This design comes from an exercise in tuning for small area, a short achievable clock period and few clock cycles on the open sky130 flow, not from production work.
Function was checked by simulation only, so behaviour that the tests miss may differ from the original.

==> v34 <==
==> flow/design.v <==
module rio_fbdec (
    input  wire         clk,
    input  wire         rst,         
    input  wire         in_valid,
    output wire         in_ready,
    input  wire         fb_type,     
    input  wire [31:0]  raw,         
    input  wire [127:0] scale,       
    output reg          out_valid,
    output wire [127:0] pos_fb,      
    output reg  [63:0]  count,       
    output reg  [31:0]  old_count    
);
    localparam S_IDLE  = 3'd0;
    localparam S_PREP  = 3'd1;
    localparam S_PREP2 = 3'd2;
    localparam S_DIV   = 3'd3;
    localparam S_FIN   = 3'd4;
    function automatic [130:0] bk_carry130(input [129:0] a, input [129:0] b, input cin);
        reg [129:0] g, p;
        integer i, l;
        begin
            g = a & b;
            p = a ^ b;
            g[0] = g[0] | (p[0] & cin);
            for (l = 1; l < 130; l = l * 2)
                for (i = 2 * l - 1; i < 130; i = i + 2 * l) begin
                    g[i] = g[i] | (p[i] & g[i - l]);
                    p[i] = p[i] & p[i - l];
                end
            for (l = 64; l >= 1; l = l / 2)
                for (i = 3 * l - 1; i < 130; i = i + 2 * l) begin
                    g[i] = g[i] | (p[i] & g[i - l]);
                    p[i] = p[i] & p[i - l];
                end
            bk_carry130 = {g, cin};
        end
    endfunction
    function automatic [64:0] bk_carry64(input [63:0] a, input [63:0] b, input cin);
        reg [63:0] g, p;
        integer i, l;
        begin
            g = a & b;
            p = a ^ b;
            g[0] = g[0] | (p[0] & cin);
            for (l = 1; l < 64; l = l * 2)
                for (i = 2 * l - 1; i < 64; i = i + 2 * l) begin
                    g[i] = g[i] | (p[i] & g[i - l]);
                    p[i] = p[i] & p[i - l];
                end
            for (l = 16; l >= 1; l = l / 2)
                for (i = 3 * l - 1; i < 64; i = i + 2 * l) begin
                    g[i] = g[i] | (p[i] & g[i - l]);
                    p[i] = p[i] & p[i - l];
                end
            bk_carry64 = {g, cin};
        end
    endfunction
    function automatic [127:0] bk_below128(input [127:0] x);
        reg [127:0] p;
        integer i, l;
        begin
            p = x;
            for (l = 1; l < 128; l = l * 2)
                for (i = 2 * l - 1; i < 128; i = i + 2 * l)
                    p[i] = p[i] | p[i - l];
            for (l = 32; l >= 1; l = l / 2)
                for (i = 3 * l - 1; i < 128; i = i + 2 * l)
                    p[i] = p[i] | p[i - l];
            bk_below128 = {p[126:0], 1'b0};
        end
    endfunction
    reg [2:0]   state;
    reg [7:0]   left;        
    reg         first;       
    reg         started;     
    reg         typ;         
    reg         dsign;       
    reg [127:0] dreg;        
    reg [129:0] t3;          
    reg [126:0] rem;         
    reg [127:0] q;           
    reg         neg;         
    reg         shin_r;      
    assign pos_fb = q;
    assign in_ready = (state == S_IDLE) || (state == S_FIN);
    wire accept = in_valid && in_ready;
    wire [31:0]  opnd  = rem[31:0];
    wire [63:0]  add_b = {{32{opnd[31]}}, opnd};
    wire [64:0]  add_c = bk_carry64(count, add_b, 1'b0);
    wire [63:0]  sum   = count ^ add_b ^ add_c[63:0];
    wire [62:0]  m     = typ ? (count[62:0] ^ {63{count[63]}})     
                             : {31'd0, opnd};
    wire         dzero = ~dsign && (dreg == 128'd0);
    wire [129:0] t3a   = {2'b00, dreg};
    wire [129:0] t3b   = {1'b0, dreg, dsign};
    wire [130:0] t3c   = bk_carry130(t3a, t3b, dsign);
    wire [129:0] t3sum = t3a ^ t3b ^ t3c[129:0];
    wire [129:0] x4  = {1'b0, rem, shin_r, 1'b0};        
    wire [129:0] nd1 = {2'b11, ~dreg};                    
    wire [129:0] nd2 = {1'b1, ~dreg, ~dsign};             
    wire [129:0] nd3 = ~t3;                               
    wire [130:0] c1  = bk_carry130(x4, nd1, ~dsign);
    wire [130:0] c2  = bk_carry130(x4, nd2, ~dsign);
    wire [130:0] c3  = bk_carry130(x4, nd3, ~dsign);
    wire [126:0] s1  = x4[126:0] ^ nd1[126:0] ^ c1[126:0];
    wire [126:0] s2  = x4[126:0] ^ nd2[126:0] ^ c2[126:0];
    wire [126:0] s3  = x4[126:0] ^ nd3[126:0] ^ c3[126:0];
    wire         ge1 = c1[130];
    wire         ge2 = c2[130];
    wire         ge3 = c3[130];
    wire         qh  = ge2;                   
    wire         ql  = ge2 ? ge3 : ge1;       
    wire [126:0] rnext = ge2 ? (ge3 ? s3 : s2) : (ge1 ? s1 : x4[126:0]);
    wire [127:0] remx = {1'b0, rem};
    wire [31:0]  rnz, dnz;
    genvar g;
    generate
        for (g = 0; g < 32; g = g + 1) begin : g_nz
            assign rnz[g] = |remx[4*g+3:4*g];
            assign dnz[g] = |dreg[4*g+3:4*g];
        end
    endgenerate
    wire [34:0] dab;         
    assign dab[34:32] = 3'b000;
    generate
        for (g = 31; g >= 0; g = g - 1) begin : g_dab
            assign dab[g] = dab[g+1] | dnz[g];
        end
    endgenerate
    wire skip_ok = ~|(rnz & ~dab[34:3]);
    wire skip = !started && skip_ok && (left > 8'd8);
    wire [127:0] qfin = q ^ ({128{neg}} & bk_below128(q));
    always @(posedge clk) begin
        if (rst) begin
            state     <= S_IDLE;
            out_valid <= 1'b0;
            count     <= 64'd0;
            old_count <= 32'd0;
            q         <= 128'd0;
        end else begin
            out_valid <= 1'b0;
            case (state)
                S_PREP: begin
                    if (typ) begin
                        count     <= sum;
                        old_count <= rem[63:32];
                    end
                    dreg[64] <= dreg[64] | dzero;
                    state    <= S_PREP2;
                end
                S_PREP2: begin
                    rem      <= {64'd0, m};
                    t3       <= t3sum;
                    neg      <= (typ ? count[63] : rem[63]) ^ dsign;
                    shin_r   <= typ;
                    q        <= 128'd0;
                    left     <= 8'd128;
                    first    <= 1'b1;
                    started  <= 1'b0;
                    state    <= S_DIV;
                end
                S_DIV: begin
                    first  <= 1'b0;
                    shin_r <= 1'b0;
                    if (first && qh) begin
                        q     <= {neg, {127{~neg}}};
                        state <= S_FIN;
                    end else if (!first && skip) begin
                        rem  <= {rem[118:0], 8'd0};
                        left <= left - 8'd8;
                    end else begin
                        rem     <= rnext;
                        q       <= {q[125:0], qh, ql};
                        started <= started | qh | ql;
                        left    <= left - 8'd2;
                        if (left == 8'd2)
                            state <= S_FIN;
                    end
                end
                S_FIN: begin
                    q         <= qfin;
                    out_valid <= 1'b1;
                    state     <= S_IDLE;
                end
                default: state <= S_IDLE;
            endcase
            if (in_ready) begin
                dreg       <= scale ^ {128{scale[127]}};
                dsign      <= scale[127];
                typ        <= fb_type;
                rem[31:0]  <= fb_type ? raw - old_count : (raw[31] ? 32'd0 - raw : raw);
                rem[63:32] <= raw;
            end
            if (accept)
                state <= S_PREP;
        end
    end
endmodule
==> flow/run.sh <==
#!/bin/bash
# synth_recipe.tcl (not shown) runs the flow's synth.tcl, then flattens the netlist and writes it again
# the make line also repeats each setting of config.mk as NAME=value (left out here)
make -C /OpenROAD-flow-scripts/flow DESIGN_CONFIG=/design/flow/config.mk WORK_HOME=/design/flow/orfs CLKGATE_MAP_FILE= SYNTH_SCRIPT=/design/flow/synth_recipe.tcl finish
==> flow/config.mk <==
export PLATFORM = sky130hd
export DESIGN_NAME = rio_fbdec
export DESIGN_NICKNAME = rio_fbdec
export VERILOG_FILES = /design/flow/design.v
export SDC_FILE = /design/flow/constraint.sdc
export NUM_CORES = 4
export LEC_CHECK = 0
export CAP_MARGIN = 20
export CORE_MARGIN = 2
export CORE_UTILIZATION = 40
export SETUP_SLACK_MARGIN = 4
export SLEW_MARGIN = 20
==> flow/constraint.sdc <==
create_clock -name core_clock -period 8.0 [get_ports {clk}]
set_input_delay 1.6000 -clock core_clock [delete_from_list [all_inputs] [get_ports {clk}]]
set_output_delay 1.6000 -clock core_clock [all_outputs]
set_load 0.01 [all_outputs]
==> inputs of v14, as changes to v34 <==
==> flow/design.v, changed modules only <==
module rio_fbdec (
    input  wire         clk,
    input  wire         rst,         
    input  wire         in_valid,
    output wire         in_ready,
    input  wire         fb_type,     
    input  wire [31:0]  raw,         
    input  wire [127:0] scale,       
    output reg          out_valid,
    output wire [127:0] pos_fb,      
    output reg  [63:0]  count,       
    output reg  [31:0]  old_count    
);
    localparam S_IDLE  = 3'd0;
    localparam S_PREP  = 3'd1;
    localparam S_PREP2 = 3'd2;
    localparam S_DIV   = 3'd3;
    localparam S_FIN   = 3'd4;
    function automatic [128:0] bk_carry128(input [127:0] a, input [127:0] b, input cin);
        reg [127:0] g, p;
        integer i, l;
        begin
            g = a & b;
            p = a ^ b;
            g[0] = g[0] | (p[0] & cin);
            for (l = 1; l < 128; l = l * 2)
                for (i = 2 * l - 1; i < 128; i = i + 2 * l) begin
                    g[i] = g[i] | (p[i] & g[i - l]);
                    p[i] = p[i] & p[i - l];
                end
            for (l = 32; l >= 1; l = l / 2)
                for (i = 3 * l - 1; i < 128; i = i + 2 * l) begin
                    g[i] = g[i] | (p[i] & g[i - l]);
                    p[i] = p[i] & p[i - l];
                end
            bk_carry128 = {g, cin};
        end
    endfunction
    function automatic [64:0] bk_carry64(input [63:0] a, input [63:0] b, input cin);
        reg [63:0] g, p;
        integer i, l;
        begin
            g = a & b;
            p = a ^ b;
            g[0] = g[0] | (p[0] & cin);
            for (l = 1; l < 64; l = l * 2)
                for (i = 2 * l - 1; i < 64; i = i + 2 * l) begin
                    g[i] = g[i] | (p[i] & g[i - l]);
                    p[i] = p[i] & p[i - l];
                end
            for (l = 16; l >= 1; l = l / 2)
                for (i = 3 * l - 1; i < 64; i = i + 2 * l) begin
                    g[i] = g[i] | (p[i] & g[i - l]);
                    p[i] = p[i] & p[i - l];
                end
            bk_carry64 = {g, cin};
        end
    endfunction
    function automatic [127:0] bk_below128(input [127:0] x);
        reg [127:0] p;
        integer i, l;
        begin
            p = x;
            for (l = 1; l < 128; l = l * 2)
                for (i = 2 * l - 1; i < 128; i = i + 2 * l)
                    p[i] = p[i] | p[i - l];
            for (l = 32; l >= 1; l = l / 2)
                for (i = 3 * l - 1; i < 128; i = i + 2 * l)
                    p[i] = p[i] | p[i - l];
            bk_below128 = {p[126:0], 1'b0};
        end
    endfunction
    reg [2:0]   state;
    reg [7:0]   left;        
    reg         skipping;    
    reg         typ;         
    reg         dsign;       
    reg [127:0] dreg;        
    reg [127:0] rem;         
    reg [127:0] q;           
    reg         neg;         
    reg         sat;         
    reg         shin_r;      
    assign pos_fb = q;
    assign in_ready = (state == S_IDLE) || (state == S_FIN);
    wire accept = in_valid && in_ready;
    wire [31:0]  opnd  = rem[31:0];
    wire [63:0]  add_b = {{32{opnd[31]}}, opnd};
    wire [64:0]  add_c = bk_carry64(count, add_b, 1'b0);
    wire [63:0]  sum   = count ^ add_b ^ add_c[63:0];
    wire [62:0]  m     = typ ? (count[62:0] ^ {63{count[63]}})     
                             : {31'd0, opnd};
    wire         dzero = ~dsign && (dreg == 128'd0);
    wire         rneg   = rem[127];
    wire [127:0] rem_sh = {rem[126:0], shin_r};
    wire [127:0] opd    = dreg ^ {128{~rneg}};
    wire [128:0] tc     = bk_carry128(rem_sh, opd, dsign ^ ~rneg);
    wire [127:0] rnew   = rem_sh ^ opd ^ tc[127:0];
    wire         qbit   = ~rnew[127];
    wire [127:0] remx = rem_sh;
    wire [31:0]  rnz, dnz;
    genvar g;
    generate
        for (g = 0; g < 32; g = g + 1) begin : g_nz
            assign rnz[g] = |remx[4*g+3:4*g];
            assign dnz[g] = |dreg[4*g+3:4*g];
        end
    endgenerate
    wire [34:0] dab;         
    assign dab[34:32] = 3'b000;
    generate
        for (g = 31; g >= 0; g = g - 1) begin : g_dab
            assign dab[g] = dab[g+1] | dnz[g];
        end
    endgenerate
    wire skip_ok = ~|(rnz & ~dab[34:3]);
    wire skip = skipping && skip_ok && (left > 8'd8);
    wire [127:0] qfin = q ^ ({128{neg}} & bk_below128(q));
    always @(posedge clk) begin
        if (rst) begin
            state     <= S_IDLE;
            out_valid <= 1'b0;
            count     <= 64'd0;
            old_count <= 32'd0;
            q         <= 128'd0;
        end else begin
            out_valid <= 1'b0;
            case (state)
                S_PREP: begin
                    if (typ) begin
                        count     <= sum;
                        old_count <= rem[63:32];
                    end
                    dreg[64] <= dreg[64] | dzero;
                    state    <= S_PREP2;
                end
                S_PREP2: begin
                    rem      <= {65'd0, m};
                    neg      <= (typ ? count[63] : rem[63]) ^ dsign;
                    shin_r   <= typ;
                    q        <= 128'd0;
                    left     <= 8'd128;
                    skipping <= 1'b1;
                    sat      <= 1'b0;
                    state    <= S_DIV;
                end
                S_DIV: begin
                    shin_r <= 1'b0;
                    if (sat) begin
                        state <= S_FIN;
                    end else if (skip) begin
                        rem  <= {rem[118:0], shin_r, 7'd0};
                        left <= left - 8'd8;
                    end else begin
                        rem      <= rnew;
                        q        <= {q[126:0], qbit};
                        skipping <= 1'b0;
                        left     <= left - 8'd1;
                        sat      <= left[7] & qbit;
                        if (left == 8'd1)
                            state <= S_FIN;
                    end
                end
                S_FIN: begin
                    q         <= sat ? {neg, {127{~neg}}} : qfin;
                    out_valid <= 1'b1;
                    state     <= S_IDLE;
                end
                default: state <= S_IDLE;
            endcase
            if (in_ready) begin
                dreg       <= scale ^ {128{scale[127]}};
                dsign      <= scale[127];
                typ        <= fb_type;
                rem[31:0]  <= fb_type ? raw - old_count : (raw[31] ? 32'd0 - raw : raw);
                rem[63:32] <= raw;
            end
            if (accept)
                state <= S_PREP;
        end
    end
endmodule
==> inputs of v1, as changes to v34 <==
--- a/flow/design.v
+++ b/flow/design.v
@@ -82,4 +82,5 @@
     reg [127:0] q;           
     reg         neg;         
+    reg         sat;         
     reg         shin_r;      
     assign pos_fb = q;
@@ -158,4 +159,5 @@
                     left     <= 8'd128;
                     first    <= 1'b1;
+                    sat      <= 1'b0;
                     started  <= 1'b0;
                     state    <= S_DIV;
@@ -164,6 +166,7 @@
                     first  <= 1'b0;
                     shin_r <= 1'b0;
-                    if (first && qh) begin
-                        q     <= {neg, {127{~neg}}};
+                    if (first)
+                        sat <= qh;
+                    if (sat) begin
                         state <= S_FIN;
                     end else if (!first && skip) begin
@@ -180,5 +183,5 @@
                 end
                 S_FIN: begin
-                    q         <= qfin;
+                    q         <= sat ? {neg, {127{~neg}}} : qfin;
                     out_valid <= 1'b1;
                     state     <= S_IDLE;
--- a/flow/config.mk
+++ b/flow/config.mk
@@ -6,7 +6,8 @@
 export NUM_CORES = 4
 export LEC_CHECK = 0
+export ABC_AREA = 1
 export CAP_MARGIN = 20
 export CORE_MARGIN = 2
-export CORE_UTILIZATION = 40
+export CORE_UTILIZATION = 60
 export SETUP_SLACK_MARGIN = 4
 export SLEW_MARGIN = 20
==> out/results.tsv <==
metric	value	unit
p_comb_share	43.1	%
synthesis.nets	8801	
final_util	73.9	%
outcome	timing/DRC/antenna clean	
vias_per_cell	6.34	
largest_reg_flops	129	
top_regs	t3: 129 flops, q: 128 flops	
drive_gt1_share	13.3	%
crit_family	simple AND/OR/NAND/NOR gates	
p_seq	4200	uW
(the above is from v1)
==> out/results.tsv <==
metric	value	unit
outcome	timing/DRC/antenna clean	
final_util	53.8	%
p_comb_share	45.6	%
synthesis.nets	7646	
async_flop_share	0	%
drive_gt1_share	19.2	%
top_regs	t3: 129 flops, q: 128 flops	
vias_per_cell	6.13	
cts_buffers	85	
crit_family	compound AO/OA/AOI/OAI gates	
largest_reg_flops	129	
(the above is from v34)
==> out/results.tsv <==
metric	value	unit
outcome	timing/DRC/antenna clean	
final_util	51.8	%
vias_per_cell	5.88	
p_comb_share	37.9	%
top_regs	q: 128 flops, rem: 128 flops, dreg: 127 flops	
synthesis.nets	4766	
p_seq	3520	uW
(the above is from v14)
Testbench counts of v34, summed over its fixed seeds: cycles 19,976.
Testbench counts of v14, summed over its fixed seeds: cycles 36,487.
Testbench counts of v1, summed over its fixed seeds: cycles 19,976.

afterwards: timing with drivers on the ports:
Ports are ideal in the flow. The routed layouts listed here were re-timed in OpenROAD. Step 1, drivers: a clkbuf_16 drives clk and a buf_2 each remaining input, both assumed. Step 2 adds t to the input delays and takes it off the output delays; t is the mean of the earliest and latest rising clock arrival at the registers after step 1. Input paths then give back, and output paths get back, about the clock's delay inside the block. a / b / c = ideal ports / drivers / drivers and shift; a / b = the first two.
| run | shift t [ns] | slack for setup (ns) | clock arrival spread, ns | worst register clock-pin slew, ns |
|---|---|---|---|---|
| v34 | 0.806 | 2.864 / 2.864 / 2.280 | 0.082 / 0.082 | 0.07 / 0.07 |
| v14 | 0.734 | 3.091 / 3.091 / 3.052 | 0.042 / 0.042 | 0.07 / 0.07 |
| v1 | 0.789 | 3.763 / 3.763 / 3.274 | 0.047 / 0.047 | 0.07 / 0.07 |
After both steps setup and hold are still met in every run listed. For v34, which loses most, drivers alone change the setup slack by 0.000 ns; drivers and shift together by -0.584 ns.
